This design comes from an exercise in tuning for small area, a short achievable clock period and few clock cycles on the open sky130 flow, not from production work. Function was checked by simulation only, so behaviour that the tests miss may differ from the original. Power figures rest on the tool's default switching activity, not on a simulated workload.

old:
==> flow/design.v <==
module ascii_line_rx (
    input  wire        clk,
    input  wire        rst,
    input  wire        in_valid,
    input  wire [7:0]  in_data,
    output wire        in_ready,
    output wire        out_valid,
    input  wire        out_ready,
    output wire        out_head,
    output wire        out_last,
    output wire [2:0]  out_status,
    output wire [7:0]  out_src,
    output wire [7:0]  out_dst,
    output wire [3:0]  out_prio,
    output wire [23:0] out_pgn,
    output wire [7:0]  out_plen,
    output wire [7:0]  out_data
);
    localparam integer LINE_CAP = 300;
    localparam integer HDR_LEN  = 24;
    localparam integer FIFO_CAP = 136;    
    localparam [7:0]   MARKER   = 8'h41;  
    localparam [7:0]   TERM     = 8'h0A;  
    function [3:0] hexval(input [7:0] c);
        begin
            if (c >= 8'h30 && c <= 8'h39)
                hexval = c[3:0];
            else if ((c >= 8'h41 && c <= 8'h46) || (c >= 8'h61 && c <= 8'h66))
                hexval = c[3:0] + 4'd9;
            else
                hexval = 4'd0;
        end
    endfunction
    reg       rdy;
    reg       av, bv;
    reg [5:0] ad, bd;
    assign in_ready = rdy;
    wire       in_fire = in_valid && rdy;
    wire [5:0] in_code = {in_data == TERM, in_data == MARKER, hexval(in_data)};
    wire       a_term = ad[5];
    wire       a_mark = ad[4];
    wire [3:0] a_hex  = ad[3:0];
    reg  [8:0]  n;         
    reg         f_nz;      
    reg         f_cap;     
    reg         f_hdr;     
    reg         f_pay;     
    reg         f_pe;      
    reg         f_po;      
    reg         mk;        
    reg  [39:0] hdr;       
    reg  [3:0]  hi;        
    reg         wv;        
    reg  [7:0]  wb;
    reg         pend;      
    reg  [1:0]  pst;       
    reg  [7:0]  pplen;     
    reg         hv;
    reg  [1:0]  h_st;
    reg  [39:0] h_hdr;
    reg  [7:0]  h_plen;
    reg  [7:0]  mem [0:FIFO_CAP-1];
    localparam integer LANES  = 12;
    localparam integer GROUPS = (FIFO_CAP + LANES) / LANES;
    reg  [LANES-1:0]  occ_l;
    reg  [GROUPS-1:0] occ_g;
    reg         full;      
    reg         wdr;       
    wire wr_pos = !a_term && f_po && mk;
    wire block = (pend && a_term && f_nz) ||
                 (pend && !a_term && f_hdr) ||
                 (wr_pos && wv && full);
    wire proc    = av && !block;
    wire take    = proc && !a_term && f_cap;
    wire lineend = proc && a_term && f_nz;
    wire a_free  = !av || !block;
    wire hload   = pend && !hv;
    wire [7:0] plen_n = n[8:1] - 8'd12;
    wire [1:0] st_end = !mk ? 2'd1 : (!f_pay ? 2'd2 : 2'd0);
    always @(posedge clk) begin
        if (a_free)
            ad <= bv ? bd : in_code;
        if (in_fire)
            bd <= in_code;
    end
    always @(posedge clk) begin
        if (rst) begin
            av  <= 1'b0;
            bv  <= 1'b0;
            rdy <= 1'b1;
        end else begin
            if (a_free) begin
                av  <= bv || in_fire;
                bv  <= 1'b0;
                rdy <= 1'b1;
            end else begin
                bv  <= bv || in_fire;
                rdy <= !(bv || in_fire);
            end
        end
    end
    always @(posedge clk) begin
        if (take && f_hdr)
            hdr <= {hdr[35:0], a_hex};
        if (take && f_pe)
            hi <= a_hex;
        if (proc && wr_pos)
            wb <= {hi, a_hex};
        if (wdr) begin : shift
            integer i;
            for (i = FIFO_CAP - 1; i > 0; i = i - 1)
                mem[i] <= mem[i - 1];
            mem[0] <= wb;
        end
        if (lineend) begin
            pst   <= st_end;
            pplen <= (st_end == 2'd0) ? plen_n : 8'd0;
        end
        if (take && !f_nz)
            mk <= a_mark;
        if (hload) begin
            h_st   <= pst;
            h_hdr  <= hdr;
            h_plen <= pplen;
        end
    end
    reg [7:0] oldest;
    always @(*) begin : rdmux
        integer g, l;
        oldest = 8'd0;
        for (g = 0; g < GROUPS; g = g + 1)
            for (l = 0; l < LANES; l = l + 1)
                if (g * LANES + l >= 1 && g * LANES + l <= FIFO_CAP)
                    oldest = oldest | ({8{occ_g[g] & occ_l[l]}} & mem[g * LANES + l - 1]);
    end
    wire empty = occ_g[0] & occ_l[0];
    reg        fv;         
    reg  [7:0] fd;
    reg  [7:0] rem;        
    reg        hsent;      
    reg        ov, oh, ol;
    reg  [7:0] od;
    reg        sv, sh, sl;
    reg  [7:0] sd;
    wire g_pay  = (rem != 8'd0) && fv;
    wire g_head = (rem == 8'd0) && hv && !hsent;
    wire uv     = !sv && (g_pay || g_head);     
    wire uh     = !g_pay;
    wire ul     = g_pay ? (rem == 8'd1) : (h_plen == 8'd0);
    wire f_pop  = !sv && g_pay;
    wire f_ld   = (!fv || f_pop) && !empty;     
    wire rd     = f_ld;
    wire o_take = !ov || out_ready;
    wire wv_nx   = (proc && wr_pos) || (wv && !wdr);
    wire full_nx = (wdr && !rd) ? (occ_g[(FIFO_CAP - 1) / LANES] & occ_l[(FIFO_CAP - 1) % LANES]) :
                   (!wdr && rd) ? 1'b0 : full;
    always @(posedge clk) begin
        if (f_ld)
            fd <= oldest;
        if (o_take) begin
            oh <= sv ? sh : uh;
            ol <= sv ? sl : ul;
            od <= sv ? sd : fd;
        end
        if (!o_take && uv) begin
            sh <= uh;
            sl <= ul;
            sd <= fd;
        end
    end
    always @(posedge clk) begin
        if (rst) begin
            n     <= 9'd0;
            f_nz  <= 1'b0;
            f_cap <= 1'b1;
            f_hdr <= 1'b0;
            f_pay <= 1'b0;
            f_pe  <= 1'b0;
            f_po  <= 1'b0;
            wv    <= 1'b0;
            wdr   <= 1'b0;
            occ_l <= {{(LANES-1){1'b0}}, 1'b1};
            occ_g <= {{(GROUPS-1){1'b0}}, 1'b1};
            full  <= 1'b0;
            pend  <= 1'b0;
            hv    <= 1'b0;
            hsent <= 1'b0;
            fv    <= 1'b0;
            rem   <= 8'd0;
            ov    <= 1'b0;
            sv    <= 1'b0;
        end else begin
            if (proc && a_term) begin
                n     <= 9'd0;
                f_nz  <= 1'b0;
                f_cap <= 1'b1;
                f_hdr <= 1'b0;
                f_pay <= 1'b0;
                f_pe  <= 1'b0;
                f_po  <= 1'b0;
            end else if (take) begin
                n     <= n + 9'd1;
                f_nz  <= 1'b1;
                f_cap <= (n < LINE_CAP - 1);
                f_hdr <= (n >= 9'd11 && n <= 9'd15) || (n >= 9'd17 && n <= 9'd21);
                f_pay <= (n >= HDR_LEN - 1);
                f_pe  <= (n >= HDR_LEN - 1) && (n < LINE_CAP - 1) && n[0];
                f_po  <= (n >= HDR_LEN - 1) && (n < LINE_CAP - 1) && !n[0];
            end
            wv   <= wv_nx;
            full <= full_nx;
            wdr  <= wv_nx && !full_nx;
            case ({wdr, rd})
                2'b10: begin
                    occ_l <= {occ_l[LANES-2:0], occ_l[LANES-1]};
                    if (occ_l[LANES-1])
                        occ_g <= {occ_g[GROUPS-2:0], 1'b0};
                end
                2'b01: begin
                    occ_l <= {occ_l[0], occ_l[LANES-1:1]};
                    if (occ_l[0])
                        occ_g <= {1'b0, occ_g[GROUPS-1:1]};
                end
                default: ;
            endcase
            if (lineend)
                pend <= 1'b1;
            else if (hload)
                pend <= 1'b0;
            if (hload)
                hv <= 1'b1;
            else if (ov && oh && out_ready)
                hv <= 1'b0;
            if (f_ld)
                fv <= 1'b1;
            else if (f_pop)
                fv <= 1'b0;
            if (uv) begin
                if (g_pay)
                    rem <= rem - 8'd1;
                else
                    rem <= h_plen;
            end
            if (uv && g_head)
                hsent <= 1'b1;
            else if (ov && oh && out_ready)
                hsent <= 1'b0;
            if (o_take) begin
                ov <= sv || uv;
                sv <= 1'b0;
            end else if (uv) begin
                sv <= 1'b1;
            end
        end
    end
    assign out_valid  = ov;
    assign out_head   = oh;
    assign out_last   = ol;
    assign out_status = {1'b0, h_st};
    assign out_src    = h_hdr[39:32];
    assign out_dst    = h_hdr[31:24];
    assign out_prio   = h_hdr[23:20];
    assign out_pgn    = {4'd0, h_hdr[19:0]};
    assign out_plen   = h_plen;
    assign out_data   = od;
endmodule
clock: 7.0 ns
lec_check: 0
cap_margin: 20
core_margin: 2
core_utilization: 65
cts_buf_list: sky130_fd_sc_hd__clkbuf_16
cts_cluster_diameter: 80
cts_cluster_size: 24
gpl_routability_driven: 1
place_density: 0.75
setup_slack_margin: 4.4
slew_margin: 20
tns_end_percent: 0
run.sh (not shown) runs the stock make flow with config.mk's settings and CLKGATE_MAP_FILE= SYNTH_SCRIPT=/design/flow/synth_recipe.tcl, a recipe that flattens the netlist after the stock synthesis.
old finished every stage and its layout cleared the timing, design-rule and antenna checks.
Testbench counts of old, summed over its fixed seeds: cycles 29,874.
The following lists how new was set up differently from old:
Settings: PLACE_DENSITY now 0.6, was 0.75; CORE_UTILIZATION now 50, was 65.
Global-route wire length before repair, new and old: higher on new. Looking at power share of the combinational group across new and old, the one that comes out higher is old. Sort new and old by die span in x, ascending, and old comes first. For count of multi-input gates, new and old come out practically identical.


== run A ==
ascii_line_rx, a different RTL version from the one above (not shown whole).
For scale: ~2800 cells after synthesis, roughly 79 I/O pins, about 47000 um^2 of cells after synthesis.
Design ascii_line_rx, start of the top module:
module ascii_line_rx (
    input  wire        clk,
    input  wire        rst,
    input  wire        in_valid,
    input  wire [7:0]  in_data,
    output wire        in_ready,
    output wire        out_valid,
    input  wire        out_ready,
    output wire        out_head,
    output wire        out_last,
    output wire [2:0]  out_status,
    output wire [7:0]  out_src,
    output wire [7:0]  out_dst,
    output wire [3:0]  out_prio,
    output wire [23:0] out_pgn,
    output wire [7:0]  out_plen,
    output wire [7:0]  out_data
);
==> flow/config.mk <==
export PLATFORM = sky130hd
export DESIGN_NAME = ascii_line_rx
export DESIGN_NICKNAME = ascii_line_rx
export VERILOG_FILES = /design/flow/design.v
export SDC_FILE = /design/flow/constraint.sdc
export NUM_CORES = 4
export LEC_CHECK = 0
export CAP_MARGIN = 20
export CORE_MARGIN = 2
export CORE_UTILIZATION = 50
export CTS_BUF_LIST = sky130_fd_sc_hd__clkbuf_16
export CTS_CLUSTER_DIAMETER = 80
export CTS_CLUSTER_SIZE = 30
export GPL_ROUTABILITY_DRIVEN = 1
export PLACE_DENSITY = 0.6
export SETUP_SLACK_MARGIN = 4.4
export SLEW_MARGIN = 20
export TNS_END_PERCENT = 0
==> flow/constraint.sdc <==
create_clock -name core_clock -period 7.0 [get_ports {clk}]
set_input_delay 1.4000 -clock core_clock [delete_from_list [all_inputs] [get_ports {clk}]]
set_output_delay 1.4000 -clock core_clock [all_outputs]
set_load 0.01 [all_outputs]
Run A: full flow OK, the timing, design-rule and antenna checks passed
Testbench counts of run A, summed over its fixed seeds: cycles 29,874.
For run B, these inputs were changed with respect to run A:
- SETUP_SLACK_MARGIN changed from 4.4 to 3.9
- CTS_CLUSTER_DIAMETER removed (was 80)
- TNS_END_PERCENT removed (was 0)
- CTS_BUF_LIST changed from sky130_fd_sc_hd__clkbuf_16 to sky130_fd_sc_hd__clkbuf_8
[summary]
- Comparing run B against run A, there is no change at all in instance count of the mapped netlist.
- From run A to run B the numbers moved as follows: number of design-rule violations left by the first detailed-router iteration fell 322, routed wire length rose about 0.9%, fraction of area in registers fell 2.2 points, final cell utilization of the core rose 1.7 points, required time at the worst-slack endpoint rose 0.13 ns.
- Initial core utilization came out exactly the same in run B and run A.
- Having completed the whole flow, run B delivered a layout that passed the timing, design-rule and antenna checks.
- From run A to run B the numbers moved as follows: area share of buffers outside the clock network shrank by 0.88 points, power grew by about 17%.

[re-timing with driven ports]
Ports are ideal in the flow. The routed layouts listed here were re-timed in OpenROAD.
Step 1, drivers: a clkbuf_16 drives clk and a buf_2 each remaining input, both assumed.
Step 2, shift: input delay + t, output delay - t, t = (earliest + latest rising clock arrival at the registers) / 2. This alone moves slack from input paths to output paths.
Slacks: no drivers / after step 1 / after step 2; pairs: no drivers / after step 1.
run | t, ns | slack for setup (ns) | worst hold slack (ns) | worst register clock-pin slew, ns | worst slew at a driven data input, ns
old | 0.739 | 4.188 / 4.155 / 3.527 | 0.423 / 0.423 / 0.423 | 0.10 / 0.10 | 0.04
new | 0.715 | 4.198 / 4.194 / 3.552 | 0.416 / 0.416 / 0.416 | 0.10 / 0.10 | 0.04
run A | 0.748 | 4.129 / 4.129 / 3.491 | 0.428 / 0.428 / 0.428 | 0.12 / 0.12 | 0.04
run B | 0.907 | 3.871 / 3.871 / 3.189 | 0.412 / 0.412 / 0.412 | 0.07 / 0.07 | 0.04
After both steps setup and hold are still met in every run listed. For run B, which loses most, drivers alone change the setup slack by 0.000 ns; drivers and shift together by -0.682 ns.
